This design comes from an exercise in tuning for small area, a short achievable clock period and few clock cycles per item on the open sky130 flow, not from production work.
At most, simulation tests tie the RTL to the original design; equivalence was not proved.
No activity file was given, so power comes from the tool's default toggle rates.

## violet
==> flow/design.v <==
module apt_frame_parser (
    input  wire        clk,
    input  wire        rst,
    input  wire        in_valid,
    input  wire [7:0]  in_data,
    output wire        in_ready,
    output wire        out_valid,
    input  wire        out_ready,
    output reg  [1:0]  out_kind,
    output wire [1:0]  out_err,
    output reg  [15:0] out_msgid,
    output reg  [6:0]  out_dest,
    output reg  [7:0]  out_source,
    output reg         out_long,
    output reg  [7:0]  out_param1,
    output reg  [7:0]  out_param2,
    output reg  [63:0] out_f0,
    output reg  [31:0] out_f1,
    output reg  [31:0] out_f2,
    output wire [31:0] out_f3,
    output wire [12:0] out_status
);
    reg         oval;        
    reg         inpay;       
    reg         far;         
    reg         kn;          
    reg  [15:0] q;           
    reg         err_enum;    
    reg  [12:0] st;          
    reg  [2:0]  f3h;         
    reg  [7:0]  nx0;
    reg         rdy;
    assign in_ready   = rdy;
    assign out_valid  = oval;
    assign out_err    = {err_enum, !err_enum};
    assign out_status = st;
    assign out_f3     = {16'd0, f3h, st};
    wire        take = in_valid && in_ready;
    wire [7:0]  d    = in_data;
    wire [15:0] len  = {out_param2, out_param1};
    wire        hdr5 = !inpay && q[2:0] == 3'd5;
    wire        last = hdr5 ? (!out_long || len == 16'd0) : (inpay && q == len);
    function h(input integer k);
        h = take && !inpay && q[2:0] == k;
    endfunction
    function p(input integer k);
        p = take && inpay && !far && q[3:0] == k - 5;
    endfunction
    wire        c1  = kn && out_msgid[3:0] == 4'h1;
    wire        c2  = kn && out_msgid[3:0] == 4'h2;
    wire        c3  = kn && out_msgid[3:0] == 4'h3;
    wire        c4  = kn && out_msgid[3:0] == 4'h4;
    wire        c5  = kn && out_msgid[3:0] == 4'h5;
    wire        c6  = kn && out_msgid[3:0] == 4'h6;
    wire        c7  = kn && out_msgid[3:0] == 4'h7;
    wire        c8  = kn && out_msgid[3:0] == 4'h8;
    wire        known = kn;
    wire        kn_d = d == 8'h10 && nx0[7:4] == 4'h0 &&
                       nx0[3:0] != 4'h0 && nx0[3:0] <= 4'h8;
    wire        l4   = len[15:2] == 14'd0;
    wire        l6   = len[15:3] == 13'd0 && len[2:1] != 2'b11;
    wire        l8   = len[15:3] == 13'd0;
    wire        l14  = len[15:4] == 12'd0 && len[3:1] != 3'b111;
    wire        lshort = c2 ? l6 : c4 ? l4 : c8 ? l8 : l14;
    wire        too_short = (c2 | c3 | c4 | c6 | c7 | c8) && (!out_long || lshort);
    wire        bad_enum  = c1 && out_param2 != 8'd1 && out_param2 != 8'd2;
    wire [18:0] adc = {3'd0, d, out_f1[7:0]} + {1'b0, d, out_f1[7:0], 2'b00};
    wire [7:0]  dz = d & {8{inpay}};
    wire        at0 = !inpay && q[2:0] == 3'd0;
    always @(posedge clk) begin
        if (rst)
            rdy <= 1'b1;
        else
            rdy <= (take && last) || !oval || out_ready || (at0 && !take);
    end
    always @(posedge clk) begin
        if (rst) begin
            oval  <= 1'b0;
            inpay <= 1'b0;
            far   <= 1'b0;
            q     <= 16'd0;
        end else begin
            if (out_ready)
                oval <= 1'b0;
            if (take) begin
                if (last) begin
                    oval  <= 1'b1;
                    inpay <= 1'b0;
                    far   <= 1'b0;
                    q     <= 16'd0;
                end else if (hdr5) begin
                    inpay <= 1'b1;
                    q     <= 16'd1;
                end else begin
                    q     <= q + 16'd1;
                    if (inpay && q[3:0] == 4'd14)
                        far <= 1'b1;
                end
            end
        end
    end
    wire c2378 = c2 | c3 | c7 | c8;
    wire c237  = c2 | c3 | c7;
    wire c37   = c3 | c7;
    wire n15   = !(c1 | c5);
    always @(posedge clk) begin
        if (h(0)) nx0 <= d;
        if (h(1)) begin
            out_msgid       <= {d, nx0};
            kn              <= kn_d;
        end
        if (h(2)) out_param1      <= d;
        if (h(3)) out_param2      <= d;
        if (h(4)) begin
            out_long <= d[7];
            out_dest <= d[6:0];
        end
        if (h(5)) begin
            out_source <= d;
            out_kind   <= !known ? 2'd1 : (too_short || bad_enum) ? 2'd2 : 2'd0;
            err_enum   <= !too_short;
        end
        if (h(2))
            out_f0[7:0] <= {d[7:4] & {4{!c5}}, d[3:0]};
        else if (p(6) && n15)
            out_f0[7:0] <= d;
        else if (p(7) && c4)
            out_f0[7:0] <= adc[7:0];
        if (p(7) && c4)
            out_f0[15:8] <= adc[15:8];
        else if (h(2) || (p(7) && n15))
            out_f0[15:8] <= dz;
        if (p(7) && c4)
            out_f0[23:16] <= {5'd0, adc[18:16]};
        else if (h(2) || (p(8) && c6))
            out_f0[23:16] <= dz;
        if (h(2) || (p(9) && c6))  out_f0[31:24] <= dz;
        if (h(2) || (p(10) && c6)) out_f0[39:32] <= dz;
        if (h(2) || (p(11) && c6)) out_f0[47:40] <= dz;
        if (h(2) || (p(12) && c6)) out_f0[55:48] <= dz;
        if (h(2) || (p(13) && c6)) out_f0[63:56] <= dz;
        if (h(3))
            out_f1[7:0] <= {7'd0, d == 8'd1};
        else if (p(9) && c4)
            out_f1[7:0] <= adc[7:0];
        else if ((p(6) && c4) || (p(8) && n15) || (p(14) && c6))
            out_f1[7:0] <= d;
        if (p(9) && c4)
            out_f1[15:8] <= adc[15:8];
        else if (h(3) || (p(9) && c2378) || (p(15) && c6))
            out_f1[15:8] <= dz;
        if (p(9) && c4)
            out_f1[23:16] <= {5'd0, adc[18:16]};
        else if (p(15) && c6)
            out_f1[23:16] <= {8{d[7]}};
        else if (h(3) || (p(10) && c237))
            out_f1[23:16] <= dz;
        if (p(15) && c6)
            out_f1[31:24] <= {8{d[7]}};
        else if (h(3) || (p(11) && c237))
            out_f1[31:24] <= dz;
        if ((p(10) && c8) || (p(12) && c37) || (p(16) && c6))
            out_f2[7:0] <= d;
        if ((p(11) && c8) || (p(13) && c37) || (p(17) && c6))
            out_f2[15:8] <= d;
        if (h(4) || (p(14) && c3) || (p(18) && c6))
            out_f2[23:16] <= dz;
        if (h(4) || (p(15) && c3) || (p(19) && c6))
            out_f2[31:24] <= dz;
        if (p(12) && c8)
            st[7:0] <= d;
        if (p(13) && c8)
            {f3h, st[12:8]} <= d;
        if (p(16) && c37)
            st[5:0] <= {d[7:4], d[1:0]};
        if (p(17) && c37)
            st[10:6] <= {d[6:4], d[2:1]};
        if (p(19) && c37)
            st[12:11] <= {d[7], d[0]};
    end
endmodule
Settings: LEC_CHECK=0, ABC_CLOCK_PERIOD_IN_PS=2000, CAP_MARGIN=20, CORE_MARGIN=2, CORE_UTILIZATION=40, CTS_CLUSTER_DIAMETER=80, CTS_CLUSTER_SIZE=24, PLACE_DENSITY=0.72, SETUP_SLACK_MARGIN=2.2, SLEW_MARGIN=20; clock period 4.5 ns.
standard.sh (not shown) runs the stock make flow with config.mk's settings and CLKGATE_MAP_FILE= SYNTH_SCRIPT=/design/flow/synth_recipe.tcl, a recipe that flattens the netlist after the stock synthesis.
==> flow/flow/run.sh <==
#!/bin/bash
# The standard layout (the standard.sh) with two changes: port buffers of
# sky130_fd_sc_hd__buf_1, and no full/half-adder cell extraction in synthesis
# (ADDER_MAP_FILE empty), so abc maps the adders for speed.
set -uo pipefail
bash standard.sh "BUFFER_PORTS_ARGS=-buffer_cell sky130_fd_sc_hd__buf_1" "ADDER_MAP_FILE=" finish > standard.log 2>&1
Testbench counts of violet, summed over its fixed seeds: cycles 48,895, items 3,200.
#### Input delta (pepper over violet)
--- a/flow/design.v
+++ b/flow/design.v
@@ -14,7 +14,7 @@
     output reg         out_long,
     output reg  [7:0]  out_param1,
     output reg  [7:0]  out_param2,
-    output reg  [63:0] out_f0,
+    output wire [63:0] out_f0,
     output reg  [31:0] out_f1,
     output reg  [31:0] out_f2,
     output wire [31:0] out_f3,
@@ -24,6 +24,8 @@
     reg         inpay;       
     reg         far;         
     reg         kn;          
+    reg         is6;         
+    reg  [47:0] f0r;         
     reg  [15:0] q;           
     reg         err_enum;    
     reg  [12:0] st;          
@@ -35,6 +37,7 @@
     assign out_err    = {err_enum, !err_enum};
     assign out_status = st;
     assign out_f3     = {16'd0, f3h, st};
+    assign out_f0     = {{f3h, st} & {16{is6}}, f0r};
     wire        take = in_valid && in_ready;
     wire [7:0]  d    = in_data;
     wire [15:0] len  = {out_param2, out_param1};
@@ -108,6 +111,7 @@
         if (h(1)) begin
             out_msgid       <= {d, nx0};
             kn              <= kn_d;
+            is6             <= kn_d && nx0[3:0] == 4'h6;
         end
         if (h(2)) out_param1      <= d;
         if (h(3)) out_param2      <= d;
@@ -121,24 +125,22 @@
             err_enum   <= !too_short;
         end
         if (h(2))
-            out_f0[7:0] <= {d[7:4] & {4{!c5}}, d[3:0]};
+            f0r[7:0] <= {d[7:4] & {4{!c5}}, d[3:0]};
         else if (p(6) && n15)
-            out_f0[7:0] <= d;
+            f0r[7:0] <= d;
         else if (p(7) && c4)
-            out_f0[7:0] <= adc[7:0];
+            f0r[7:0] <= adc[7:0];
         if (p(7) && c4)
-            out_f0[15:8] <= adc[15:8];
+            f0r[15:8] <= adc[15:8];
         else if (h(2) || (p(7) && n15))
-            out_f0[15:8] <= dz;
+            f0r[15:8] <= dz;
         if (p(7) && c4)
-            out_f0[23:16] <= {5'd0, adc[18:16]};
+            f0r[23:16] <= {5'd0, adc[18:16]};
         else if (h(2) || (p(8) && c6))
-            out_f0[23:16] <= dz;
-        if (h(2) || (p(9) && c6))  out_f0[31:24] <= dz;
-        if (h(2) || (p(10) && c6)) out_f0[39:32] <= dz;
-        if (h(2) || (p(11) && c6)) out_f0[47:40] <= dz;
-        if (h(2) || (p(12) && c6)) out_f0[55:48] <= dz;
-        if (h(2) || (p(13) && c6)) out_f0[63:56] <= dz;
+            f0r[23:16] <= dz;
+        if (h(2) || (p(9) && c6))  f0r[31:24] <= dz;
+        if (h(2) || (p(10) && c6)) f0r[39:32] <= dz;
+        if (h(2) || (p(11) && c6)) f0r[47:40] <= dz;
         if (h(3))
             out_f1[7:0] <= {7'd0, d == 8'd1};
         else if (p(9) && c4)
@@ -167,9 +169,9 @@
             out_f2[23:16] <= dz;
         if (h(4) || (p(15) && c3) || (p(19) && c6))
             out_f2[31:24] <= dz;
-        if (p(12) && c8)
+        if (p(12) && (c6 || c8))
             st[7:0] <= d;
-        if (p(13) && c8)
+        if (p(13) && (c6 || c8))
             {f3h, st[12:8]} <= d;
         if (p(16) && c37)
             st[5:0] <= {d[7:4], d[1:0]};
==> notes.md <==
Compared with violet, pepper shows a higher total leakage power. ~same clock slew at the register clock pins of the worst setup and hold paths in violet and pepper. The worst clock skew of pepper exceeds that of violet by 15 ps. Via count of the first global-routing pass was higher in the run labelled pepper. Multi-input gate share of total cell area (lower): violet. Taking violet as the reference point, the routed metal-1 wirelength of pepper rises by 820 um. pepper vs violet on average routed wire per standard cell: pepper is the lower one. pepper: non-clock buffer count 37 above violet. violet → pepper: post-route worst setup slack went down 180 ps, final hold slack went up 13 ps. In the tables for violet and pepper, maximum frequency reads higher with violet.
Only the layout flow was run in pepper; the RTL was not checked for function there.

separate check: timing with driven ports:
Ports are ideal in the flow. The routed layouts listed here were re-timed in OpenROAD. Step 1: set_driving_cell puts a clkbuf_16 on clk and a buf_2 on each other input, an assumption about the parent block. Step 2 times the ports against the registers' clock, not the clock port: input delays grow and output delays shrink by t, the midpoint of the rising clock arrivals with the driver on. Three values: ideal ports, drivers, drivers and shift; two values: the first two.
| run | t (ns) | setup slack, ns | cell pins on the clock port's net |
|---|---|---|---|
| violet | 0.512 | 2.247 / 2.204 / 1.748 | 1 |
| pepper | 0.523 | 2.066 / 2.075 / 1.552 | 1 |
After both steps every run listed still meets setup and hold. For pepper, which loses most, drivers alone change the setup slack by +0.009 ns; drivers and shift together by -0.514 ns.
